Context: an optimization exercise on an open-source flow, tuned for small area, a short achievable clock period and few clock cycles. The choices shown serve that exercise and are no tape-out recipe. The RTL was checked by simulation tests, not by an equivalence proof against the original design. Power figures rest on the tool's default switching activity, not on a simulated workload.

==> flow/design.v <==
module sprite_renderer (
    input  wire        clk,
    input  wire        pal_we,
    input  wire        pal_slot,
    input  wire [3:0]  pal_idx,
    input  wire [15:0] pal_wdata,
    input  wire        slot,
    input  wire [3:0]  idx,
    output wire [23:0] rgb
);
    function [7:0] c8;
        input [4:0] c;
        begin
            case (c)
                5'd0:  c8 = 8'd0;    5'd1:  c8 = 8'd8;
                5'd2:  c8 = 8'd16;   5'd3:  c8 = 8'd24;
                5'd4:  c8 = 8'd32;   5'd5:  c8 = 8'd41;
                5'd6:  c8 = 8'd49;   5'd7:  c8 = 8'd57;
                5'd8:  c8 = 8'd65;   5'd9:  c8 = 8'd74;
                5'd10: c8 = 8'd82;   5'd11: c8 = 8'd90;
                5'd12: c8 = 8'd98;   5'd13: c8 = 8'd106;
                5'd14: c8 = 8'd115;  5'd15: c8 = 8'd123;
                5'd16: c8 = 8'd131;  5'd17: c8 = 8'd139;
                5'd18: c8 = 8'd148;  5'd19: c8 = 8'd156;
                5'd20: c8 = 8'd164;  5'd21: c8 = 8'd172;
                5'd22: c8 = 8'd180;  5'd23: c8 = 8'd189;
                5'd24: c8 = 8'd197;  5'd25: c8 = 8'd205;
                5'd26: c8 = 8'd213;  5'd27: c8 = 8'd222;
                5'd28: c8 = 8'd230;  5'd29: c8 = 8'd238;
                5'd30: c8 = 8'd246;  default: c8 = 8'd255;
            endcase
        end
    endfunction
    reg [14:0] pal [0:31];
    always @(posedge clk) begin
        if (pal_we)
            pal[{pal_slot, pal_idx}] <= pal_wdata[14:0];
    end
    wire [14:0] e = pal[{slot, idx}];
    assign rgb = {c8(e[14:10]), c8(e[9:5]), c8(e[4:0])};
endmodule
module sprite_compositor (
    input  wire        clk,
    input  wire        rst,
    input  wire [15:0] cfg_tile_mult,
    input  wire [16:0] cfg_tile_len,
    input  wire [1:0]  cfg_pal_cnt,
    input  wire [15:0] cfg_nent0,
    input  wire [15:0] cfg_nent1,
    input  wire        cfg_debug,
    input  wire [7:0]  cfg_obj_count,    
    input  wire        pal_we,
    input  wire        pal_slot,
    input  wire [3:0]  pal_idx,
    input  wire [15:0] pal_wdata,
    input  wire        start,
    output wire        ready,
    output wire        oam_re,
    output wire [6:0]  oam_addr,
    input  wire [47:0] oam_rdata,
    output wire        tile_req,
    output wire [13:0] tile_addr,
    input  wire        tile_gnt,
    input  wire [31:0] tile_rdata,
    output reg         cv_we,
    output reg  [17:0] cv_addr,
    output wire [31:0] cv_wdata,
    output reg         done,
    output reg         err_empty,
    output wire [9:0]  min_x,            
    output wire [8:0]  min_y,            
    output wire [9:0]  canvas_w,
    output wire [8:0]  canvas_h,
    output reg         ev_tile_oor,
    output reg         ev_pidx_oor,
    output reg         ev_pnum_oor
);
    localparam S_IDLE = 4'd0;
    localparam S_BB   = 4'd1;    
    localparam S_DIM  = 4'd2;    
    localparam S_MUL  = 4'd3;    
    localparam S_CLR  = 4'd4;    
    localparam S_RD   = 4'd5;    
    localparam S_CAP  = 4'd6;    
    localparam S_SET  = 4'd7;    
    localparam S_ADR  = 4'd8;    
    localparam S_FET  = 4'd9;    
    localparam S_DRN  = 4'd10;   
    localparam S_FIT  = 4'd11;   
    function [3:0] cells_w;
        input [1:0] shape;
        input [1:0] size;
        begin
            case ({shape, size})
                4'b00_00: cells_w = 4'd1;  4'b00_01: cells_w = 4'd2;
                4'b00_10: cells_w = 4'd4;  4'b00_11: cells_w = 4'd8;
                4'b01_00: cells_w = 4'd2;  4'b01_01: cells_w = 4'd4;
                4'b01_10: cells_w = 4'd4;  4'b01_11: cells_w = 4'd8;
                4'b10_00: cells_w = 4'd1;  4'b10_01: cells_w = 4'd1;
                4'b10_10: cells_w = 4'd2;  4'b10_11: cells_w = 4'd4;
                default:  cells_w = 4'd1;
            endcase
        end
    endfunction
    function [3:0] cells_h;
        input [1:0] shape;
        input [1:0] size;
        begin
            case ({shape, size})
                4'b00_00: cells_h = 4'd1;  4'b00_01: cells_h = 4'd2;
                4'b00_10: cells_h = 4'd4;  4'b00_11: cells_h = 4'd8;
                4'b01_00: cells_h = 4'd1;  4'b01_01: cells_h = 4'd1;
                4'b01_10: cells_h = 4'd2;  4'b01_11: cells_h = 4'd4;
                4'b10_00: cells_h = 4'd2;  4'b10_01: cells_h = 4'd4;
                4'b10_10: cells_h = 4'd4;  4'b10_11: cells_h = 4'd8;
                default:  cells_h = 4'd1;
            endcase
        end
    endfunction
    reg [3:0]  st;
    reg [6:0]  idx;
    reg        bb_iss;           
    reg        rd_v;             
    reg        bv;               
    reg        first;            
    reg        mobj;             
    reg  [8:0] oa_x;
    reg  [7:0] oa_y;
    reg        oa_rot, oa_b9, oa_hfl, oa_vfl;
    reg  [1:0] oa_shape, oa_size;
    reg  [9:0] oa_tidx;
    reg  [3:0] oa_pnum;
    always @(posedge clk) begin
        if (rd_v) begin
            oa_y     <= oam_rdata[7:0];
            oa_rot   <= oam_rdata[8];
            oa_b9    <= oam_rdata[9];
            oa_shape <= oam_rdata[15:14];
            oa_x     <= oam_rdata[24:16];
            oa_hfl   <= oam_rdata[28];
            oa_vfl   <= oam_rdata[29];
            oa_size  <= oam_rdata[31:30];
            oa_tidx  <= oam_rdata[41:32];
            oa_pnum  <= oam_rdata[47:44];
        end
    end
    wire [3:0]  tw = cells_w(oa_shape, oa_size);
    wire [3:0]  th = cells_h(oa_shape, oa_size);
    wire signed [9:0] a_x  = {oa_x[8], oa_x};
    wire signed [9:0] a_y  = {(oa_y[7] & oa_y[6]) ? 2'b11 : 2'b00, oa_y};
    wire signed [9:0] a_xe = a_x + $signed({3'd0, tw, 3'd0});
    wire signed [9:0] a_ye = a_y + $signed({3'd0, th, 3'd0});
    wire        disabled = ~oa_rot & oa_b9;
    wire        hf = ~oa_rot & oa_hfl;
    wire        vf = ~oa_rot & oa_vfl;
    wire        pnum_ok = ({2'b00, oa_pnum} < {4'b0000, cfg_pal_cnt});
    wire        slot = pnum_ok & oa_pnum[0];
    wire [15:0] nent = slot ? cfg_nent1 : cfg_nent0;
    wire        nbig = (nent[15:4] != 12'd0);
    reg signed [9:0] bb_minx, bb_maxx, bb_miny, bb_maxy;
    assign min_x    = bb_minx;
    assign min_y    = bb_miny[8:0];
    assign canvas_w = bb_maxx;
    assign canvas_h = bb_maxy[8:0];
    wire [9:0]  cw = bb_maxx;
    wire [9:0]  ox = a_x - bb_minx;
    wire [8:0]  oy = a_y[8:0] - bb_miny[8:0];
    reg [2:0]  tx;
    reg [5:0]  dy;
    reg [11:0] src;              
    reg        bsat;             
    reg [3:0]  mcnt;
    reg        infl_v;           
    reg        infl_fit;
    wire [11:0] tile_cnt = cfg_tile_len[16:5];
    reg [5:0]   ncell;           
    reg [6:0]   lim;             
    wire        fits = ({1'b0, ncell} < lim);
    wire        fet      = (st == S_FET);
    wire        last_x   = ({1'b0, tx} == tw - 4'd1);
    wire        last_row = ({1'b0, dy[5:3]} == th - 4'd1) && (dy[2:0] == 3'd7);
    wire        back     = last_x && dy[2:0] != 3'd7;
    wire [11:0] src_adv  = back ? src - {8'd0, tw - 4'd1} : src + 12'd1;
    wire [5:0]  ncell_adv = back ? ncell - {2'd0, tw - 4'd1} : ncell + 6'd1;
    wire [12:0] room_cells = {1'b0, tile_cnt} - {1'b0, src};
    reg        e0_v, e1_v;
    reg [31:0] e0_d, e1_d;
    reg [7:0]  e0_m, e1_m;
    reg [17:0] wca;              
    reg [2:0]  wtx;
    wire        wen     = e0_v;
    wire [7:0]  e0_rest = e0_m & (e0_m - 8'd1);
    wire        pop     = wen && (e0_rest == 8'd0);
    reg  [2:0]  wk;
    always @(*) begin
        casez (e0_m)
            8'b???????1: wk = 3'd0;
            8'b??????10: wk = 3'd1;
            8'b?????100: wk = 3'd2;
            8'b????1000: wk = 3'd3;
            8'b???10000: wk = 3'd4;
            8'b??100000: wk = 3'd5;
            8'b?1000000: wk = 3'd6;
            default:     wk = 3'd7;
        endcase
    end
    wire [3:0]  wv = e0_d[{wk, 2'b00} +: 4];
    wire        last_wx = ({1'b0, wtx} == tw - 4'd1);
    wire [17:0] vstep = vf ? 18'd0 - {8'd0, cw} : {8'd0, cw};
    wire [17:0] hback = hf ? {11'd0, tw - 4'd1, 3'd0} : 18'd0 - {11'd0, tw - 4'd1, 3'd0};
    reg  [17:0] rstep;
    wire [1:0]  occ  = {1'b0, e0_v} + {1'b0, e1_v} + {1'b0, infl_v} - {1'b0, pop};
    wire        room = (occ <= 2'd1);
    assign tile_req  = fet && fits && room;
    assign tile_addr = {src[10:0], dy[2:0]};
    wire        adv  = fet && room && (tile_gnt || !fits);
    wire [7:0]  rmask, rbad;
    genvar g;
    generate
        for (g = 0; g < 8; g = g + 1) begin : g_pix
            wire [3:0] v   = tile_rdata[4*g +: 4];
            wire draw = (v != 4'd0) || cfg_debug;
            wire ok   = nbig || (v < nent[3:0]);
            assign rmask[g] = infl_fit & draw & ok;
            assign rbad[g]  = draw & ~ok;
        end
    endgenerate
    wire [23:0] rgb;
    reg  [23:0] cv_rgb;
    reg         cv_hi;
    sprite_renderer u_pal (
        .clk(clk),
        .pal_we(pal_we), .pal_slot(pal_slot), .pal_idx(pal_idx), .pal_wdata(pal_wdata),
        .slot(slot), .idx(wv), .rgb(rgb)
    );
    assign cv_wdata = {{8{cv_hi}}, cv_rgb};
    assign ready    = (st == S_IDLE);
    assign oam_re   = (st == S_BB && bb_iss) || (st == S_RD);
    assign oam_addr = idx;
    wire        ybit = dy[5];
    wire [17:0] wca_mul = {wca[16:0], 1'b0} + (ybit ? {8'd0, cw} : 18'd0);
    wire        tbit = oa_tidx[4'd9 - mcnt];
    wire [13:0] src_mul = {1'b0, src, 1'b0} + {2'b00, tbit ? cfg_tile_mult[11:0] : 12'd0};
    wire        src_sat = (src_mul[13:11] != 3'd0) || (tbit && cfg_tile_mult[15:12] != 4'd0);
    always @(posedge clk) begin
        if (rst) begin
            st      <= S_IDLE;
            bb_iss  <= 1'b0;
            rd_v    <= 1'b0;
            bv      <= 1'b0;
            infl_v  <= 1'b0;
            e0_v    <= 1'b0;
            e1_v    <= 1'b0;
            cv_we   <= 1'b0;
            done    <= 1'b0;
        end else begin
            done   <= 1'b0;
            rd_v   <= oam_re;
            bv     <= rd_v && (st == S_BB);
            infl_v <= adv;
            infl_fit <= fits;
            case (st)
                S_IDLE: begin
                    if (start) begin
                        ev_tile_oor <= 1'b0;
                        ev_pidx_oor <= 1'b0;
                        ev_pnum_oor <= 1'b0;
                        idx         <= 7'd0;
                        first       <= 1'b1;
                        if (cfg_obj_count == 8'd0) begin
                            err_empty <= 1'b1;
                            done      <= 1'b1;
                        end else begin
                            err_empty <= 1'b0;
                            bb_iss    <= 1'b1;
                            st        <= S_BB;
                        end
                    end
                end
                S_BB: begin
                    if (bb_iss) begin
                        if ({1'b0, idx} + 8'd1 == cfg_obj_count) bb_iss <= 1'b0;
                        else                                     idx    <= idx + 7'd1;
                    end
                    if (bv) begin
                        first <= 1'b0;
                        if (first || a_x  < bb_minx) bb_minx <= a_x;
                        if (first || a_y  < bb_miny) bb_miny <= a_y;
                        if (first || a_xe > bb_maxx) bb_maxx <= a_xe;
                        if (first || a_ye > bb_maxy) bb_maxy <= a_ye;
                    end
                    if (!bb_iss && !rd_v && !bv) st <= S_DIM;
                end
                S_DIM: begin
                    bb_maxx <= bb_maxx - bb_minx;
                    bb_maxy <= bb_maxy - bb_miny;
                    {dy, tx} <= bb_maxy[8:0] - bb_miny[8:0];
                    wca   <= 18'd0;
                    mcnt  <= 4'd0;
                    mobj  <= 1'b0;
                    st    <= S_MUL;
                end
                S_MUL: begin
                    wca      <= wca_mul;
                    {dy, tx} <= {dy[4:0], tx, 1'b0};
                    src      <= src_mul[11:0];
                    if (src_sat) bsat <= 1'b1;
                    mcnt <= mcnt + 4'd1;
                    if (mcnt == 4'd8) begin
                        if (mobj) st <= S_ADR;
                        else      st <= S_CLR;
                    end
                end
                S_CLR: begin
                    wca <= wca - 18'd1;
                    if (wca == 18'd1) begin
                        idx <= cfg_obj_count[6:0] - 7'd1;
                        st  <= S_RD;
                    end
                end
                S_RD:  st <= S_CAP;
                S_CAP: st <= S_SET;
                S_SET: begin
                    if (disabled) begin
                        if (idx == 7'd0) begin
                            done <= 1'b1;
                            st   <= S_IDLE;
                        end else begin
                            idx <= idx - 7'd1;
                            st  <= S_RD;
                        end
                    end else begin
                        if (!pnum_ok) ev_pnum_oor <= 1'b1;
                        {dy, tx} <= vf ? oy + {2'd0, th, 3'd0} - 9'd1 : oy;
                        wca  <= 18'd0;
                        src  <= 12'd0;
                        bsat <= 1'b0;
                        mcnt <= 4'd0;
                        mobj <= 1'b1;
                        st   <= S_MUL;
                    end
                end
                S_ADR: begin
                    src <= src_mul[11:0];
                    if (src_sat) bsat <= 1'b1;
                    wca <= wca + {8'd0, ox};
                    wtx <= 3'd0;
                    tx  <= 3'd0;
                    dy  <= 6'd0;
                    st  <= S_FIT;
                end
                S_FIT: begin
                    if (bsat || room_cells[12])      lim <= 7'd0;
                    else if (room_cells[11:6] != 0)  lim <= 7'd64;
                    else                             lim <= {1'b0, room_cells[5:0]};
                    ncell <= 6'd0;
                    if (hf) wca <= wca + {11'd0, tw - 4'd1, 3'd0};
                    rstep <= vstep + hback;
                    st    <= S_FET;
                end
                S_FET: begin
                    if (fet && !fits) ev_tile_oor <= 1'b1;
                    if (adv) begin
                        src   <= src_adv;
                        ncell <= ncell_adv;
                        if (last_x) begin
                            tx  <= 3'd0;
                            dy  <= dy + 6'd1;
                            if (last_row) st <= S_DRN;
                        end else begin
                            tx  <= tx + 3'd1;
                        end
                    end
                end
                S_DRN: begin
                    if (!infl_v && !e0_v) begin
                        if (idx == 7'd0) begin
                            done <= 1'b1;
                            st   <= S_IDLE;
                        end else begin
                            idx <= idx - 7'd1;
                            st  <= S_RD;
                        end
                    end
                end
                default: st <= S_IDLE;
            endcase
            if (infl_v && infl_fit && (rbad != 8'd0)) ev_pidx_oor <= 1'b1;
            if (st == S_CLR) begin
                cv_we   <= 1'b1;
                cv_addr <= cv_addr + 18'd1;
                cv_hi   <= cfg_debug;
                cv_rgb  <= {24{cfg_debug}};
            end else if (!mobj) begin
                cv_we   <= 1'b0;
                cv_addr <= 18'h3FFFF;
            end else begin
                cv_we   <= wen && (e0_m != 8'd0);
                cv_addr <= wca + {15'd0, wk ^ {3{hf}}};
                cv_hi   <= 1'b1;
                cv_rgb  <= rgb;
            end
            if (pop) begin
                if (last_wx) begin
                    wtx <= 3'd0;
                    wca <= wca + rstep;
                end else begin
                    wtx <= wtx + 3'd1;
                    wca <= hf ? wca - 18'd8 : wca + 18'd8;
                end
                if (e1_v) begin
                    e0_d <= e1_d; e0_m <= e1_m;
                    e1_v <= infl_v;
                    e1_d <= tile_rdata; e1_m <= rmask;
                end else begin
                    e0_v <= infl_v;
                    e0_d <= tile_rdata; e0_m <= rmask;
                end
            end else begin
                if (wen) e0_m <= e0_rest;
                if (infl_v) begin
                    if (!e0_v) begin
                        e0_v <= 1'b1;
                        e0_d <= tile_rdata; e0_m <= rmask;
                    end else begin
                        e1_v <= 1'b1;
                        e1_d <= tile_rdata; e1_m <= rmask;
                    end
                end
            end
        end
    end
endmodule
==> flow/run.sh <==
#!/bin/bash
# synth_recipe.tcl (not shown) runs the flow's synth.tcl, then flattens the netlist and writes it again
# the make line also repeats each setting of config.mk as NAME=value (left out here)
make -C /OpenROAD-flow-scripts/flow DESIGN_CONFIG=/design/flow/config.mk WORK_HOME=/design/flow/orfs CLKGATE_MAP_FILE= SYNTH_SCRIPT=/design/flow/synth_recipe.tcl finish
==> flow/config.mk <==
export PLATFORM = sky130hd
export DESIGN_NAME = sprite_compositor
export DESIGN_NICKNAME = sprite_compositor
export VERILOG_FILES = /design/flow/design.v
export SDC_FILE = /design/flow/constraint.sdc
export NUM_CORES = 4
export LEC_CHECK = 0
export ABC_AREA = 1
export CAP_MARGIN = 20
export CORE_MARGIN = 2
export CORE_UTILIZATION = 40
export PLACE_DENSITY = 0.6
export SLEW_MARGIN = 20
==> flow/constraint.sdc <==
create_clock -name core_clock -period 8.0 [get_ports {clk}]
set_input_delay 1.6000 -clock core_clock [delete_from_list [all_inputs] [get_ports {clk}]]
set_output_delay 1.6000 -clock core_clock [all_outputs]
set_load 0.01 [all_outputs]
==> reports/summary.txt, run 1 <==
multiplexer area fraction after synthesis: 0.0667%
GRT Overall Usage: 22.8%
largest family of logic cells by synthesized area: simple AND/OR/NAND/NOR gates
setup TNS: 0 ns
final setup vio count: 0
Rows: 123
critical path's top delay family: simple AND/OR/NAND/NOR gates
die height: 340 um
Starting Density: 40.2%
fmax: 152 MHz
unrepaired setup endpoints after global routing: false
share of the synthesized area in the top cell type: 51.5%
Synth Area in Compound Gates: 8.75%
Avg Cell Area, Syn: 9.34 sq um
Post-Syn Instances: 4820
CTS Buf Count: 86
Synth Area in Adders: 7.54%
PD cells: 255 nW/um^2
drt first pass iters: 6
antenna violations before repair: 5
Synth Area in Simple Gates: 20.9%
CTS max path bufs: 3
Cell Count, Final, Fillers Out: 6637
Final Max Tran Viols: 0
final WL: 135000 um
Remaining DRCs: 0
clock slew at reported path FFs: 0.06 ns
clk latency of the worst-skew pair: 0.68 ns
Post-synth ARST share: 0%
fin util: 46.6%
max cap viols: 0
port buffer count: 284
Die W: 340 um
Slew @ Worst Pin: 1.08 ns
minimum clock period after layout: 6.56 ns
DP Cell Count: 6479
final hold viol count: 0
Die Area: 115000 sq um
placed inst area: 49400 sq um
CP max FO: 14
CTS root buf: clkbuf_16
Worst setup EP type: output port
worst hold path class: reg -> reg
Area growth syn-to-layout: 15.9%
outcome: timing/DRC/antenna clean
Setup crit start kind: flop
CTS tree: yes
Max VDD drop: 0.175 mV
fraction of layout cells with a size suffix above 1: 5.39%
vias per cell: 5.28
Clock Skew: 0.0593 ns
critical path's largest stage delay: 0.78 ns
Crit path arrival time: 4.96 ns
reg2reg setup slack: 2.77 ns
H-tree depth: 3
EDFF count, synth: 772
Cell Area, Synth: 45000 sq um
leading area contributor after synthesis: edfxtp_1
largest cells by area after synthesis: edfxtp_1 51%, nand2_1 7.2%, ha_1 6.7%
post-synth net total: 5262
most instantiated cells after synthesis: 865 x nand2_1, 772 x edfxtp_1, 661 x inv_1
flops & latches, synth: 792
largest net degree at the start of global routing: 131
design area: 52200 sq um
sequential fraction of the synthesis area: 52.4%
post-CTS setup buffer count: 0
hold buffer count at cts: 0
Setup WS post-layout: 1.44 ns
Crit. Startpoint: e0_m[2]
fillers: 10610
most used cell, CP: nor2_1
pre-CTS WS: 2.06 ns
leakage power: 0.0213 uW
Buf+Inv Stages, Crit Path: 4
Post-Synth XOR/XNOR Area: 2.39%
Routed Antenna Nets: 0
DR iter-0 viols: 2764
Layout Nets: 5510
Slowest-stage cell, CP: nor2_1
post-synthesis cell type count: 61
Reg-to-Reg Start: e0_m[2]
count leader, synth: nand2_1
crit path kind: reg -> out
TritonCTS sink count: 792
gpl congestion: 0.937
Post-synth top flop: edfxtp_1
dpl hpwl: 92700 um
Hold Crit Start: oa_x[7]
core area: 112000 sq um
post-CTS resize count: 0
first-pass GRT wire length: 202000 um
worst-path cell chain: inv_2 -> nand2_4 -> nor2_8 -> inv_2 -> or2_1 -> a22oi_1 -> o2111ai_1 -> nor2_1 -> nor2_1 -> ha_1 -> a21oi_1 -> inv_1 -> nor2_1 -> clkdlybuf4s50_1
routed via count: 35029
GRT overflow: 0
Rel. slew slack: 27.8%
via count of the first global-routing pass: 33237
DR WL/cell: 20.3 um
Req. time, crit path: 6.40 ns
YS warnings: 2
Final period util: 82.0%
# IOs: 300
==> where the power goes <==
| group | switching, uW | internal (uW) | leakage [uW] |
|---|---|---|---|
| Combinational | 2620 | 1430 | 0.0128 |
| Sequential | 320 | 4920 | 0.00716 |
| Clock | 1720 | 2310 | 0.00137 |
| Total | 4650 | 8660 | 0.0213 |
==> final cells by class <==
cell class	count	area, sq um	area share, %
Clock inverter	51	564	1.08
Inverter	688	2580	4.95
Clock buffer	105	2250	4.32
Sequential cell	792	23600	45.2
Antenna cell	1	2.50	0.00479
Multi-Input combinational cell	3140	18000	34.4
Tap cell	1500	1880	3.59
Timing Repair Buffer	360	3380	6.48
==> metrics by stage <==
stage,power [uW],hold slack (ns)
2_1_floorplan,7910,0.450
3_3_place_gp,9250,0.493
3_5_place_dp,9320,0.507
4_1_cts,13400,0.513
5_1_grt,14000,0.535
6_report,13300,0.512
==> path summary, 6_finish.rpt <==
path,endpoint,cells past startpoint
worst min register to register,bb_minx[7],0
worst max-delay path,tile_req,14
worst min-delay path,bb_minx[7],0
worst max register to register,cv_rgb[16],21
==> state kept, by name, indices dropped and copies added, names as in the netlist, 8 cells and up <==
signal,count
bb_maxx,10
bb_maxy,10
bb_minx,9
bb_miny,9
cv_addr,18
cv_rgb,24
e0_d,32
e0_m,8
e1_d,32
e1_m,8
oa_tidx,10
oa_x,9
oa_y,8
rstep,18
src,12
u_pal.pal,480
wca,18
==> cell usage in the layout (no fill, tap or decap), types with 47 or more instances in the layout <==
master,synthesis,routed
a21oi_1,205,203
buf_4,46,74
clkbuf_16,0,87
clkdlybuf4s50_1,0,276
edfxtp_1,772,772
ha_1,241,241
inv_1,661,661
nand2_1,865,865
nand3_1,535,535
nand3b_1,164,164
nor2_1,374,369
nor3_1,49,47
o21ai_0,254,254
xor2_1,88,88
==> layer usage <==
layer / GRT usage [%] / vias up / part of all wire, %
met5: 0 / - / 0.0096
met2: 36.8 / 1151 / 46
met1: 31.3 / 16681 / 44
li1: - / 16991 / -
met3: 3.74 / 204 / 6.8
met4: 7.27 / 2 / 3.0
==> kinds of logic (layout without fill, tap and decap cells) <==
family | count (synthesis) | after routing
compound gates | 682 | 682
xor+xnor | 123 | 123
fa+ha+maj | 260 | 260
buf+inv | 888 | 1204
flops | 792 | 792
mux | 3 | 3
other cells | 0 | 1
simple gates | 2072 | 2072
Testbench counts, summed over its fixed seeds: cycles 339,735.
==> run 2, diff against run 1 <==
--- a/flow/config.mk
+++ b/flow/config.mk
@@ -10,4 +10,5 @@
 export CORE_MARGIN = 2
 export CORE_UTILIZATION = 40
 export PLACE_DENSITY = 0.6
+export SETUP_SLACK_MARGIN = 4.0
 export SLEW_MARGIN = 20
==> reports/summary.txt, run 2 <==
port buffer count: 284 (unchanged)
Final Max Tran Viols: 0 (unchanged)
commonest cells after routing, fill and taps aside: 846 x nand2_1, 772 x edfxtp_1, 644 x inv_1 (was 865 x nand2_1, 772 x edfxtp_1, 661 x inv_1)
minimum clock period after layout: 4.78 ns (was 6.56 ns)
antenna violations before repair: 2 (was 5)
Worst Hold Depth: 2 (was 0)
Layout Nets: 5653 (was 5510)
GRT overflow: 0 (unchanged)
Reg-to-Reg Start: e0_m[2] (unchanged)
flops & latches, synth: 792 (unchanged)
Slowest-stage cell, CP: edfxtp_1 (was nor2_1)
Area growth syn-to-layout: 22.9% (was 15.9%)
CP max FO: 4 (was 14)
sequential fraction of the synthesis area: 52.4% (unchanged)
post-synthesis cell type count: 61 (unchanged)
design area: 55400 sq um (was 52200 sq um)
TritonCTS sink count: 792 (unchanged)
clock slew at reported path FFs: 0.06 ns (about the same)
leading area contributor after synthesis: edfxtp_1 (unchanged)
vias per cell: 5.39 (was 5.28)
Hold Path End: e0_d[3] (was bb_minx[7])
max reg flops: 480 (unchanged)
clk latency of the worst-skew pair: 0.69 ns (was 0.68 ns)
fillers: 10311 (was 10610)
die height: 340 um (unchanged)
Slew @ Worst Pin: 1.16 ns (was 1.08 ns)
critical path's largest stage delay: 0.41 ns (was 0.78 ns)
leakage power: 0.0226 uW (was 0.0213 uW)
Post-Synth XOR/XNOR Area: 2.39% (unchanged)
placed inst area: 49500 sq um (was 49400 sq um)
DR WL/cell: 21.7 um (was 20.3 um)
Rel. slew slack: 22.6% (was 27.8%)
Rows: 123 (unchanged)
DP Cell Count: 6483 (was 6479)
final setup vio count: 0 (unchanged)
Post-Syn Instances: 4820 (unchanged)
CTS tree: yes (unchanged)
Sequential Area: 23600 sq um (about the same)
CTS Buf Count: 90 (was 86)
Final period util: 59.7% (was 82.0%)
via count of the first global-routing pass: 33914 (was 33237)
Req. time, crit path: 6.40 ns (about the same)
# IOs: 300 (unchanged)
max cap viols: 0 (unchanged)
crit path kind: reg -> out (unchanged)
commonest non-fill, non-tap cell in the layout: nand2_1 (unchanged)
CTS max path bufs: 3 (unchanged)
core area: 112000 sq um (unchanged)
Post-synth top flop: edfxtp_1 (unchanged)
Cell Count, Final, Fillers Out: 6785 (was 6637)
DR iter-0 viols: 3737 (was 2764)
RR Endpoint: cv_addr[16] (was cv_rgb[16])
Cell Area, Synth: 45000 sq um (unchanged)
top flop regs: u_pal.pal (480), e0_d (32), e1_d (32) (unchanged)
first-pass GRT wire length: 210000 um (was 202000 um)
Avg Cell Area, Syn: 9.34 sq um (unchanged)
Routed Antenna Nets: 0 (unchanged)
Post-synth ARST share: 0% (unchanged)
fmax: 209 MHz (was 152 MHz)
most instantiated cells after synthesis: 865 x nand2_1, 772 x edfxtp_1, 661 x inv_1 (unchanged)
share of the synthesized area in the top cell type: 51.5% (unchanged)
H-tree depth: 3 (unchanged)
Starting Density: 40.2% (unchanged)
Hold Crit Start: e1_d[3] (was oa_x[7])
Synth Area in Adders: 7.54% (unchanged)
EDFF count, synth: 772 (unchanged)
fraction of layout cells with a size suffix above 1: 11.6% (was 5.39%)
post-synth net total: 5262 (unchanged)
largest cells by area after synthesis: edfxtp_1 51%, nand2_1 7.2%, ha_1 6.7% (unchanged)
Die Area: 115000 sq um (unchanged)
fin util: 49.4% (was 46.6%)
Die W: 340 um (unchanged)
routed via count: 36601 (was 35029)
PD cells: 254 nW/um^2 (was 255 nW/um^2)
largest net degree at the start of global routing: 99 (was 131)
count leader, synth: nand2_1 (unchanged)
reg2reg setup slack: 3.97 ns (was 2.77 ns)
drt first pass iters: 6 (unchanged)
Crit path arrival time: 3.18 ns (was 4.96 ns)
worst-path cell chain: inv_2 -> nand2_4 -> nor2_8 -> inv_8 -> or2_4 -> a22oi_2 -> o2111ai_2 -> nor2_1 -> buf_6 -> nor2_4 -> ha_4 -> a21oi_4 -> inv_2 -> nor2_4 -> buf_6 (was inv_2 -> nand2_4 -> nor2_8 -> inv_2 -> or2_1 -> a22oi_1 -> o2111ai_1 -> nor2_1 -> nor2_1 -> ha_1 -> a21oi_1 -> inv_1 -> nor2_1 -> clkdlybuf4s50_1)
multiplexer area fraction after synthesis: 0.0667% (unchanged)
Reg with most FFs: u_pal.pal (unchanged)
Setup crit start kind: flop (unchanged)
YS warnings: 2 (unchanged)
final WL: 147000 um (was 135000 um)
dpl hpwl: 91400 um (was 92700 um)
r2r worst-path depth: 26 (was 21)
final hold viol count: 0 (unchanged)
largest family of logic cells by synthesized area: simple AND/OR/NAND/NOR gates (unchanged)
CTS root buf: clkbuf_16 (unchanged)
Synth Area in Compound Gates: 8.75% (unchanged)
worst hold path class: reg -> reg (unchanged)
Synth Area in Simple Gates: 20.9% (unchanged)
unrepaired setup endpoints after global routing: true (was false)
Crit. Startpoint: e0_m[2] (unchanged)
setup TNS: 0 ns (unchanged)
Worst setup EP type: output port (unchanged)
GRT Overall Usage: 23.9% (was 22.8%)
Clock Skew: 0.0426 ns (was 0.0593 ns)
outcome: timing/DRC/antenna clean (unchanged)
gpl congestion: 0.915 (was 0.937)
Remaining DRCs: 0 (unchanged)
Max VDD drop: 0.149 mV (was 0.175 mV)
area taken by multi-input logic gates: 19100 sq um (was 18000 sq um)
==> run 2: cell counts after synthesis <==
No cell type changed its count.
==> run 2: worst max-delay path: cells and delay by family, from the launching register on <==
kind | cells | cell delay (ns)
AO/OA/AOI/OAI | 3 | 0.54
buffers and inverters | 5 | 0.46
flip-flops | 1 | 0.41
adder cells (fa/ha/maj) | 1 | 0.22
AND/OR/NAND/NOR | 6 | 0.84
==> run 2: how the worst max path moves through the flow <==
stage	end	slack (ns)	cells after the start
after detailed placement	tile_req	2.47	15
after global placement	cv_rgb[16]	2.51	16
after CTS	tile_req	3.10	15
after global routing	tile_req	3.11	15
after floorplan	ev_pidx_oor	3.96	16
final	tile_req	3.22	15
==> run 2: routing by layer <==
| layer | up-vias | share of wire (%) | wire length [um] | GRT usage [%] |
|---|---|---|---|---|
| li1 | 17279 | - | - | - |
| met2 | 1507 | 46 | 67900 | 38.1 |
| met5 | - | 0 | 0 | 0 |
| met3 | 244 | 8.0 | 11900 | 3.87 |
| met4 | 0 | 3.3 | 4800 | 8.93 |
| met1 | 17571 | 43 | 62800 | 32.8 |
==> run 2: through the flow <==
stage	setup WS (ns)	power (uW)	hold WS, ns
after floorplan	3.96	7920	0.450
after global placement	2.51	9290	0.497
after detailed placement	2.47	9360	0.507
after CTS	3.10	13700	0.520
after global routing	3.11	14800	0.530
final	3.22	14100	0.513
==> run 2: timing repair <==
item	CTS	global route
setup endpoints to repair	127	71
gates cloned	12	19
resized for setup	130	224
hold buffers	0	0
buffers inserted	53	52
pin swaps	41	91
==> run 2: cells by family after synthesis <==
group	after synthesis
compound gates	682
xor+xnor	123
fa+ha+maj	260
buf+inv	888
flops	792
mux	3
simple gates	2072
==> run 2: power breakdown <==
| group | leakage (uW) | switching, uW | total, uW | internal [uW] |
|---|---|---|---|---|
| logic | 0.0140 | 2930 | 4680 | 1750 |
| clock network | 0.00141 | 1750 | 4130 | 2380 |
| registers | 0.00716 | 339 | 5260 | 4920 |
| total | 0.0226 | 5020 | 14100 | 9050 |
==> run 2: layout make-up <==
class	count	area share (%)
antenna	1	0.00452
timing repair buffer	492	9.37
multi-input combinational	3145	34.5
inverter	688	4.80
timing repair inverter	2	0.0316
tap	1500	3.39
clock buffer	117	4.34
sequential	792	42.6
clock inverter	48	0.929
==> run 3, diff against run 2 <==
--- a/flow/config.mk
+++ b/flow/config.mk
@@ -6,9 +6,10 @@
 export NUM_CORES = 4
 export LEC_CHECK = 0
 export ABC_AREA = 1
+export ABC_CLOCK_PERIOD_IN_PS = 4000
 export CAP_MARGIN = 20
 export CORE_MARGIN = 2
-export CORE_UTILIZATION = 40
-export PLACE_DENSITY = 0.6
+export CORE_UTILIZATION = 60
+export PLACE_DENSITY = 0.75
 export SETUP_SLACK_MARGIN = 4.0
 export SLEW_MARGIN = 20
==> reports/summary.txt, run 3 <==
critical path's top delay family: buffers and inverters (was simple AND/OR/NAND/NOR gates)
first-pass GRT wire length: 200000 um (was 210000 um)
CTS root buf: clkbuf_16 (unchanged)
count leader, synth: nand2_1 (unchanged)
sequential fraction of the synthesis area: 52.4% (unchanged)
CTS tree: yes (unchanged)
antenna cells: 0 (was 1)
gpl congestion: 0.958 (was 0.915)
Rel. slew slack: 26.0% (was 22.6%)
Routed Antenna Nets: 0 (unchanged)
vias per cell: 5.97 (was 5.39)
CTS max path bufs: 3 (unchanged)
fmax: 212 MHz (was 209 MHz)
Rows: 100 (was 123)
Die Area: 77300 sq um (was 115000 sq um)
multiplexer area fraction after synthesis: 0.0667% (unchanged)
largest cells by area after synthesis: edfxtp_1 51%, nand2_1 7.2%, ha_1 6.7% (unchanged)
Post-synth top flop: edfxtp_1 (unchanged)
Layout Nets: 5603 (was 5653)
Crit path arrival time: 3.12 ns (was 3.18 ns)
commonest cells after routing, fill and taps aside: 850 x nand2_1, 772 x edfxtp_1, 649 x inv_1 (was 846 x nand2_1, 772 x edfxtp_1, 644 x inv_1)
DR iter-0 viols: 4147 (was 3737)
Synth Area in Simple Gates: 20.9% (unchanged)
EDFF count, synth: 772 (unchanged)
Setup crit start kind: flop (unchanged)
GRT overflow: 0 (unchanged)
outcome: timing/DRC/antenna clean (unchanged)
Setup WS post-layout: 3.28 ns (was 3.22 ns)
Post-Syn Instances: 4820 (unchanged)
routed via count: 36986 (was 36601)
Max VDD drop: 0.215 mV (was 0.149 mV)
Cell Area, Synth: 45000 sq um (unchanged)
Cell Count, Final, Fillers Out: 6196 (was 6785)
leakage power: 0.0220 uW (was 0.0226 uW)
critical path's largest stage delay: 0.42 ns (was 0.41 ns)
DP Cell Count: 5949 (was 6483)
antenna violations before repair: 0 (was 2)
final WL: 136000 um (was 147000 um)
Reg with most FFs: u_pal.pal (unchanged)
YS warnings: 2 (unchanged)
dpl hpwl: 86700 um (was 91400 um)
setup TNS: 0 ns (unchanged)
Slowest-stage cell, CP: edfxtp_1 (unchanged)
clk latency of the worst-skew pair: 0.66 ns (was 0.69 ns)
max cap viols: 0 (unchanged)
Worst setup EP type: output port (unchanged)
flops & latches, synth: 792 (unchanged)
design area: 53400 sq um (was 55400 sq um)
pre-CTS WS: 2.60 ns (was 2.47 ns)
unrepaired setup endpoints after global routing: true (unchanged)
Synth Area in Adders: 7.54% (unchanged)
drt first pass iters: 6 (unchanged)
Area growth syn-to-layout: 18.6% (was 22.9%)
via count of the first global-routing pass: 34963 (was 33914)
Starting Density: 60.6% (was 40.2%)
PnR Total Power: 13600 uW (was 14100 uW)
GRT Overall Usage: 33.7% (was 23.9%)
Post-Synth XOR/XNOR Area: 2.39% (unchanged)
largest family of logic cells by synthesized area: simple AND/OR/NAND/NOR gates (unchanged)
max reg flops: 480 (unchanged)
Die W: 278 um (was 340 um)
Avg Cell Area, Syn: 9.34 sq um (unchanged)
most instantiated cells after synthesis: 865 x nand2_1, 772 x edfxtp_1, 661 x inv_1 (unchanged)
TritonCTS sink count: 792 (unchanged)
area taken by multi-input logic gates: 18700 sq um (was 19100 sq um)
CTS Buf Count: 86 (was 90)
Sequential Area: 23600 sq um (about the same)
Remaining DRCs: 0 (unchanged)
largest net degree at the start of global routing: 85 (was 99)
H-tree depth: 3 (unchanged)
fillers: 5336 (was 10311)
Final period util: 59.0% (was 59.7%)
Clock Skew: 0.0380 ns (was 0.0426 ns)
Synth Area in Compound Gates: 8.75% (unchanged)
crit path kind: reg -> out (unchanged)
post-synthesis cell type count: 61 (unchanged)
leading area contributor after synthesis: edfxtp_1 (unchanged)
die height: 278 um (was 340 um)
CP max FO: 8 (was 4)
Final Max Tran Viols: 0 (unchanged)
PD cells: 255 nW/um^2 (was 254 nW/um^2)
minimum clock period after layout: 4.72 ns (was 4.78 ns)
port buffer count: 284 (unchanged)
share of the synthesized area in the top cell type: 51.5% (unchanged)
final hold viol count: 0 (unchanged)
Slew @ Worst Pin: 1.10 ns (was 1.16 ns)
commonest non-fill, non-tap cell in the layout: nand2_1 (unchanged)
worst hold path class: reg -> reg (unchanged)
Buf+Inv Stages, Crit Path: 6 (was 5)
placed inst area: 48800 sq um (was 49500 sq um)
final setup vio count: 0 (unchanged)
clock slew at reported path FFs: 0.06 ns (about the same)
Post-synth ARST share: 0% (unchanged)
worst-path cell chain: inv_2 -> nand2_4 -> nor2_8 -> inv_8 -> buf_4 -> a21oi_2 -> o2111ai_2 -> nor2_1 -> buf_6 -> nor2_4 -> ha_4 -> a21oi_4 -> inv_2 -> nor2_4 -> buf_6 (was inv_2 -> nand2_4 -> nor2_8 -> inv_8 -> or2_4 -> a22oi_2 -> o2111ai_2 -> nor2_1 -> buf_6 -> nor2_4 -> ha_4 -> a21oi_4 -> inv_2 -> nor2_4 -> buf_6)
hold buffer count at cts: 0 (unchanged)
post-synth net total: 5262 (unchanged)
Req. time, crit path: 6.40 ns (about the same)
DR WL/cell: 22.0 um (was 21.7 um)
# IOs: 300 (unchanged)
core area: 74300 sq um (was 112000 sq um)
top flop regs: u_pal.pal (480), e0_d (32), e1_d (32) (unchanged)
fraction of layout cells with a size suffix above 1: 9.09% (was 11.6%)
[run 3: worst register-to-register path, stage by stage (launching register included)]
cell and delay [ns]:
edfxtp_1 0.42, inv_2 0.11, nand2_4 0.07, nor2_8 0.17, buf_4 0.20, nand2_4 0.12
nand2_8 0.13, xor2_1 0.16, ha_1 0.19, inv_1 0.06, fa_1 0.40, nor2_1 0.12
o21ai_0 0.09, nor2_1 0.12, inv_1 0.07, nor2_2 0.11, inv_1 0.07, nor3_2 0.13
inv_1 0.11, nor3_4 0.24, inv_1 0.12, nor2_4 0.13, a21oi_1 0.09, o31ai_1 0.25
o21ai_1 0.11
[run 3: power breakdown]
part | total (uW) | switching (uW) | internal, uW
Combinational | 4460 | 2820 | 1640
Sequential | 5230 | 316 | 4920
Clock | 3940 | 1670 | 2270
[run 3: what timing repair did]
action,4_1_cts,5_1_grt
cloned,6,8
buffers inserted,51,28
hold endpoints to repair,0,0
gates resized for setup,97,137
setup endpoints to repair,129,94
pin swaps,37,49
[run 3: area by class of cell]
type | instances | area share, %
inverters | 688 | 5.00
repair buffers | 447 | 8.38
repair inverters | 1 | 0.0164
multi-input cells | 3145 | 35.0
well taps | 969 | 2.27
flip-flops and latches | 792 | 44.2
clock inverters | 40 | 0.892
clock buffers | 114 | 4.32
[run 3: stage by stage]
step	hold slack, ns	utilization [%]
floorplan	0.450	-
detailed placement	0.467	65.7
global route	0.495	71.9
finish	0.479	71.9
CTS	0.482	70.7
global placement	0.469	65.7
[run 3: worst paths after layout]
kind,to,depth (start not counted),slack (ns),start
worst max-delay path,tile_req,15,3.28,e0_m[3]
worst min register to register,bb_miny[0],0,0.48,oa_y[0]
worst max register to register,cv_addr[16],24,3.95,e0_m[3]
worst min-delay path,bb_miny[0],0,0.48,oa_y[0]
[run 3: metal layers]
metal	wire (um)	share of wire (%)	GRT usage, %	vias up
met5	0	0	0	-
met3	13200	9.7	4.61	354
li1	-	-	-	17183
met2	64800	48	55.8	2010
met1	52400	38	44.8	17439
met4	5970	4.4	14.2	0
[run 3: cells by family (layout without fill, tap and decap cells)]
group / after synthesis / count (layout)
adders and majority gates: 260 / 260
muxes: 3 / 3
AOI/OAI and AO/OA: 682 / 682
buffers and inverters: 888 / 1290
and+or+nand+nor: 2072 / 2077
xor gates and xnor gates: 123 / 123
DFF: 792 / 792
==> run 4, diff against run 3 <==
--- a/flow/design.v
+++ b/flow/design.v
@@ -87,6 +87,7 @@
     localparam S_FET  = 4'd9;    
     localparam S_DRN  = 4'd10;   
     localparam S_FIT  = 4'd11;   
+    localparam S_FI2  = 4'd12;   
     function [3:0] cells_w;
         input [1:0] shape;
         input [1:0] size;
@@ -175,8 +176,8 @@
     wire [11:0] tile_cnt = cfg_tile_len[16:5];
     reg [5:0]   ncell;           
     reg [6:0]   lim;             
-    wire        fits = ({1'b0, ncell} < lim);
-    wire        fet      = (st == S_FET);
+    reg         fits;            
+    reg         fet;             
     wire        last_x   = ({1'b0, tx} == tw - 4'd1);
     wire        last_row = ({1'b0, dy[5:3]} == th - 4'd1) && (dy[2:0] == 3'd7);
     wire        back     = last_x && dy[2:0] != 3'd7;
@@ -209,8 +210,7 @@
     wire [17:0] vstep = vf ? 18'd0 - {8'd0, cw} : {8'd0, cw};
     wire [17:0] hback = hf ? {11'd0, tw - 4'd1, 3'd0} : 18'd0 - {11'd0, tw - 4'd1, 3'd0};
     reg  [17:0] rstep;
-    wire [1:0]  occ  = {1'b0, e0_v} + {1'b0, e1_v} + {1'b0, infl_v} - {1'b0, pop};
-    wire        room = (occ <= 2'd1);
+    wire        room = ~((e0_v & e1_v) | (e0_v & infl_v) | (e1_v & infl_v));
     assign tile_req  = fet && fits && room;
     assign tile_addr = {src[10:0], dy[2:0]};
     wire        adv  = fet && room && (tile_gnt || !fits);
@@ -227,11 +227,14 @@
     endgenerate
     wire [23:0] rgb;
     reg  [23:0] cv_rgb;
+    reg         p_we;            
+    reg  [3:0]  p_v;
+    reg  [17:0] p_addr;
     reg         cv_hi;
     sprite_renderer u_pal (
         .clk(clk),
         .pal_we(pal_we), .pal_slot(pal_slot), .pal_idx(pal_idx), .pal_wdata(pal_wdata),
-        .slot(slot), .idx(wv), .rgb(rgb)
+        .slot(slot), .idx(p_v), .rgb(rgb)
     );
     assign cv_wdata = {{8{cv_hi}}, cv_rgb};
     assign ready    = (st == S_IDLE);
@@ -249,9 +252,11 @@
             rd_v    <= 1'b0;
             bv      <= 1'b0;
             infl_v  <= 1'b0;
+            fet     <= 1'b0;
             e0_v    <= 1'b0;
             e1_v    <= 1'b0;
             cv_we   <= 1'b0;
+            p_we    <= 1'b0;
             done    <= 1'b0;
         end else begin
             done   <= 1'b0;
@@ -356,17 +361,26 @@
                     ncell <= 6'd0;
                     if (hf) wca <= wca + {11'd0, tw - 4'd1, 3'd0};
                     rstep <= vstep + hback;
-                    st    <= S_FET;
+                    st    <= S_FI2;
+                end
+                S_FI2: begin
+                    fits <= (lim != 7'd0);
+                    fet  <= 1'b1;
+                    st   <= S_FET;
                 end
                 S_FET: begin
                     if (fet && !fits) ev_tile_oor <= 1'b1;
                     if (adv) begin
                         src   <= src_adv;
                         ncell <= ncell_adv;
+                        fits  <= ({1'b0, ncell_adv} < lim);
                         if (last_x) begin
                             tx  <= 3'd0;
                             dy  <= dy + 6'd1;
-                            if (last_row) st <= S_DRN;
+                            if (last_row) begin
+                                fet <= 1'b0;
+                                st  <= S_DRN;
+                            end
                         end else begin
                             tx  <= tx + 3'd1;
                         end
@@ -393,13 +407,19 @@
                 cv_rgb  <= {24{cfg_debug}};
             end else if (!mobj) begin
                 cv_we   <= 1'b0;
+            p_we    <= 1'b0;
                 cv_addr <= 18'h3FFFF;
             end else begin
-                cv_we   <= wen && (e0_m != 8'd0);
-                cv_addr <= wca + {15'd0, wk ^ {3{hf}}};
+                cv_we   <= p_we;
+                cv_addr <= p_addr;
                 cv_hi   <= 1'b1;
                 cv_rgb  <= rgb;
             end
+            p_we   <= wen && (e0_m != 8'd0);
+            p_v    <= wv;
+            p_addr <= wca + {15'd0, wk ^ {3{hf}}};
+            if (1'b0) begin
+            end
             if (pop) begin
                 if (last_wx) begin
                     wtx <= 3'd0;
--- a/flow/config.mk
+++ b/flow/config.mk
@@ -6,10 +6,10 @@
 export NUM_CORES = 4
 export LEC_CHECK = 0
 export ABC_AREA = 1
-export ABC_CLOCK_PERIOD_IN_PS = 4000
+export ABC_CLOCK_PERIOD_IN_PS = 3500
 export CAP_MARGIN = 20
 export CORE_MARGIN = 2
 export CORE_UTILIZATION = 60
 export PLACE_DENSITY = 0.75
-export SETUP_SLACK_MARGIN = 4.0
+export SETUP_SLACK_MARGIN = 4.5
 export SLEW_MARGIN = 20
==> reports/summary.txt, run 4 <==
Slew @ Worst Pin: 1.07 ns (was 1.10 ns)
largest cells by area after synthesis: edfxtp_1 53%, ha_1 6.4%, nand2_1 5.9% (was edfxtp_1 51%, nand2_1 7.2%, ha_1 6.7%)
Die W: 279 um (was 278 um)
sequential fraction of the synthesis area: 53.7% (was 52.4%)
max reg flops: 480 (unchanged)
minimum clock period after layout: 3.65 ns (was 4.72 ns)
Final period util: 45.7% (was 59.0%)
die height: 279 um (was 278 um)
DR WL/cell: 21.3 um (was 22.0 um)
via count of the first global-routing pass: 34451 (was 34963)
GRT Overall Usage: 32.4% (was 33.7%)
TritonCTS sink count: 817 (was 792)
setup TNS: 0 ns (unchanged)
Worst Hold Depth: 1 (was 0)
max cap viols: 0 (unchanged)
Avg Cell Area, Syn: 9.58 sq um (was 9.34 sq um)
antenna violations before repair: 3 (was 0)
dpl hpwl: 86400 um (was 86700 um)
fraction of layout cells with a size suffix above 1: 10.6% (was 9.09%)
CTS tree: yes (unchanged)
Req. time, crit path: 8.40 ns (was 6.40 ns)
Starting Density: 60.7% (was 60.6%)
CP max FO: 5 (was 8)
pre-CTS WS: 3.10 ns (was 2.60 ns)
PD cells: 250 nW/um^2 (was 255 nW/um^2)
DR iter-0 viols: 3807 (was 4147)
Hold WS: 0.481 ns (was 0.479 ns)
Reg with most FFs: u_pal.pal (unchanged)
leakage power: 0.0209 uW (was 0.0220 uW)
Die Area: 77600 sq um (was 77300 sq um)
gpl congestion: 0.941 (was 0.958)
CTS root buf: clkbuf_16 (unchanged)
outcome: timing/DRC/antenna clean (unchanged)
GRT overflow: 0 (unchanged)
final setup vio count: 0 (unchanged)
Remaining DRCs: 0 (unchanged)
Reg-to-Reg Start: oa_x[0] (was e0_m[3])
Worst setup EP type: flop (was output port)
crit path kind: reg -> reg (was reg -> out)
CTS Buf Count: 87 (was 86)
clk latency of the worst-skew pair: 0.66 ns (about the same)
fillers: 5528 (was 5336)
Area growth syn-to-layout: 17.6% (was 18.6%)
Rel. slew slack: 28.5% (was 26.0%)
antenna cells: 0 (unchanged)
Clock Skew: 0.0351 ns (was 0.0380 ns)
final WL: 130000 um (was 136000 um)
flops & latches, synth: 817 (was 792)
Setup WS post-layout: 4.35 ns (was 3.28 ns)
leading area contributor after synthesis: edfxtp_1 (unchanged)
Sequential Area: 24300 sq um (was 23600 sq um)
fmax: 274 MHz (was 212 MHz)
largest net degree at the start of global routing: 197 (was 85)
final hold viol count: 0 (unchanged)
Post-Syn Instances: 4722 (was 4820)
CTS max path bufs: 3 (unchanged)
port buffer count: 284 (unchanged)
PnR Total Power: 13300 uW (was 13600 uW)
Final Max Tran Viols: 0 (unchanged)
Setup crit start kind: flop (unchanged)
share of the synthesized area in the top cell type: 52.8% (was 51.5%)
YS warnings: 2 (unchanged)
drt first pass iters: 8 (was 6)
routed via count: 36520 (was 36986)
reg2reg setup slack: 4.35 ns (was 3.95 ns)
RR Endpoint: wca[13] (was cv_addr[16])
Hold Crit Start: p_we (was oa_y[0])
worst hold path class: reg -> reg (unchanged)
H-tree depth: 3 (unchanged)
Rows: 100 (unchanged)
top flop regs: u_pal.pal (480), e0_d (32), e1_d (32) (unchanged)
clock slew at reported path FFs: 0.06 ns (about the same)
commonest cells after routing, fill and taps aside: 795 x edfxtp_1, 682 x nand2_1, 628 x nor2_1 (was 850 x nand2_1, 772 x edfxtp_1, 649 x inv_1)
vias per cell: 6.00 (was 5.97)
Post-synth top flop: edfxtp_1 (unchanged)
post-synthesis cell type count: 69 (was 61)
Cell Area, Synth: 45200 sq um (was 45000 sq um)
Post-synth ARST share: 0% (unchanged)
fin util: 71.4% (was 71.9%)
Crit path arrival time: 4.05 ns (was 3.12 ns)
commonest non-fill, non-tap cell in the layout: edfxtp_1 (was nand2_1)
first-pass GRT wire length: 194000 um (was 200000 um)
Hold Path End: cv_we (was bb_miny[0])
area taken by multi-input logic gates: 18900 sq um (was 18700 sq um)
post-synth net total: 5154 (was 5262)
count leader, synth: edfxtp_1 (was nand2_1)
r2r worst-path depth: 21 (was 24)
Max VDD drop: 0.182 mV (was 0.215 mV)
Routed Antenna Nets: 0 (unchanged)
Layout Nets: 5479 (was 5603)
# IOs: 300 (unchanged)
unrepaired setup endpoints after global routing: true (unchanged)
EDFF count, synth: 795 (was 772)
most instantiated cells after synthesis: 795 x edfxtp_1, 706 x nand2_1, 652 x nor2_1 (was 865 x nand2_1, 772 x edfxtp_1, 661 x inv_1)
core area: 74600 sq um (was 74300 sq um)
[run 4: changes by cell type after synthesis, sizes merged, moves of 16 or more]
| cell | change |
|---|---|
| a21oi | +20 |
| edfxtp | +23 |
| inv | -208 |
| nand2 | -142 |
| nand3 | -253 |
| nand3b | -152 |
| nand4 | +16 |
| nor2 | +289 |
| o211ai | +77 |
| o21a | +17 |
| o21ai | +250 |
| xnor2 | +18 |
[run 4: worst max-delay path: stages, from the launching register on]
cell      delay [ns]
edfxtp_1        0.45
inv_2           0.11
ha_4            0.15
fa_2            0.22
o21ai_2         0.07
a21o_1          0.17
a21oi_2         0.19
nor2_2          0.07
a21boi_2        0.21
xor2_2          0.29
ha_4            0.27
a21oi_2         0.13
a21boi_4        0.20
o21ai_4         0.09
a21boi_2        0.17
buf_6           0.16
buf_6           0.10
o21ai_2         0.05
nand3_1         0.08
nand4_1         0.09
nand2_1         0.08
nand2_1         0.05
[run 4: cell families after synthesis]
| kind of cell | after synthesis | share of synthesized area, % |
|---|---|---|
| adder cells (fa/ha/maj) | 250 | 7.20 |
| buffers and inverters | 673 | 6.35 |
| XOR/XNOR | 145 | 2.81 |
| AND/OR/NAND/NOR | 1825 | 17.1 |
| multiplexers | 3 | 0.0664 |
| AO/OA/AOI/OAI | 1009 | 12.7 |
| flip-flops | 817 | 53.7 |
[run 4: layout make-up]
cell class                 count  share of cell area [%]
clock buffer                 104                    4.29
clock inverter                59                   0.976
inverter                     476                    3.50
multi-input combinational   3232                    35.6
sequential                   817                    45.7
tap                          969                    2.28
timing repair buffer         430                    7.64
timing repair inverter         3                  0.0400
[run 4: how the worst max path moves through the flow]
stage | from | endpoint | slack (ns)
floorplan | cfg_pal_cnt[1] | ev_pidx_oor | 4.33
global placement | cfg_pal_cnt[1] | cv_rgb[8] | 3.20
detailed placement | cfg_pal_cnt[1] | cv_rgb[8] | 3.10
CTS | tw[0] | fits | 4.25
global route | oa_x[0] | wca[15] | 4.14
finish | oa_x[0] | wca[13] | 4.35
[run 4: metrics by stage]
step,instances,instance area [sq um]
3_3_place_gp,5848,48900
6_report,6090,53200
5_1_grt,6090,53200
2_1_floorplan,4722,45400
3_5_place_dp,5848,48900
4_1_cts,6048,52300
[run 4: repair_timing]
action | in CTS | in global routing
resized for setup | 110 | 139
endpoints found under the setup margin | 110 | 149
hold buffers | 0 | 0
pin swaps | 35 | 58
gates cloned | 0 | 5
buffers inserted | 37 | 37
[run 4: routing by layer]
metal,track usage [%],routed length [um],vias to the layer above
met5,0,31,-
met4,10.9,4170,4
met3,5.12,12900,255
met2,51.7,59600,1874
met1,45.5,53200,17306
li1,-,-,17081
[run 4: where the power goes]
group / switching, uW / total (uW) / internal [uW] / leakage, uW
Clock: 1730 / 3950 / 2230 / 0.00137
Sequential: 299 / 5350 / 5050 / 0.00740
Combinational: 2520 / 3980 / 1460 / 0.0121
Testbench counts of run 4, summed over its fixed seeds: cycles 340,488.

[static timing again, ports no longer ideal]
No port has a modelled driver above. Below, the same layouts with a new extraction and two added sets of constraints.
Step 1 sets driving cells, clkbuf_16 on the clock port and buf_2 on the other inputs (assumed; they add their load-dependent delay and slew).
Step 2 moves the port delays by t, midway between the first and last clock arrival at a register: inputs arrive t later, outputs are due t later. That takes back most of the time a late clock gives input paths.
Three values: ideal, step 1, step 2; two values: the first two.
| run | t, ns | setup WS [ns] | worst register clock-pin slew, ns |
|---|---|---|---|
| run 1 | 0.729 | 1.442 / 1.371 / 1.991 | 0.07 / 0.07 |
| run 2 | 0.746 | 3.224 / 3.155 / 3.484 | 0.06 / 0.06 |
| run 3 | 0.705 | 3.278 / 3.214 / 3.406 | 0.06 / 0.06 |
| run 4 | 0.708 | 4.348 / 4.348 / 3.866 | 0.06 / 0.06 |
After both steps every run listed still meets setup and hold. The setup slack of run 4, which loses most, moves by 0.000 ns with the drivers and by -0.482 ns with both steps.
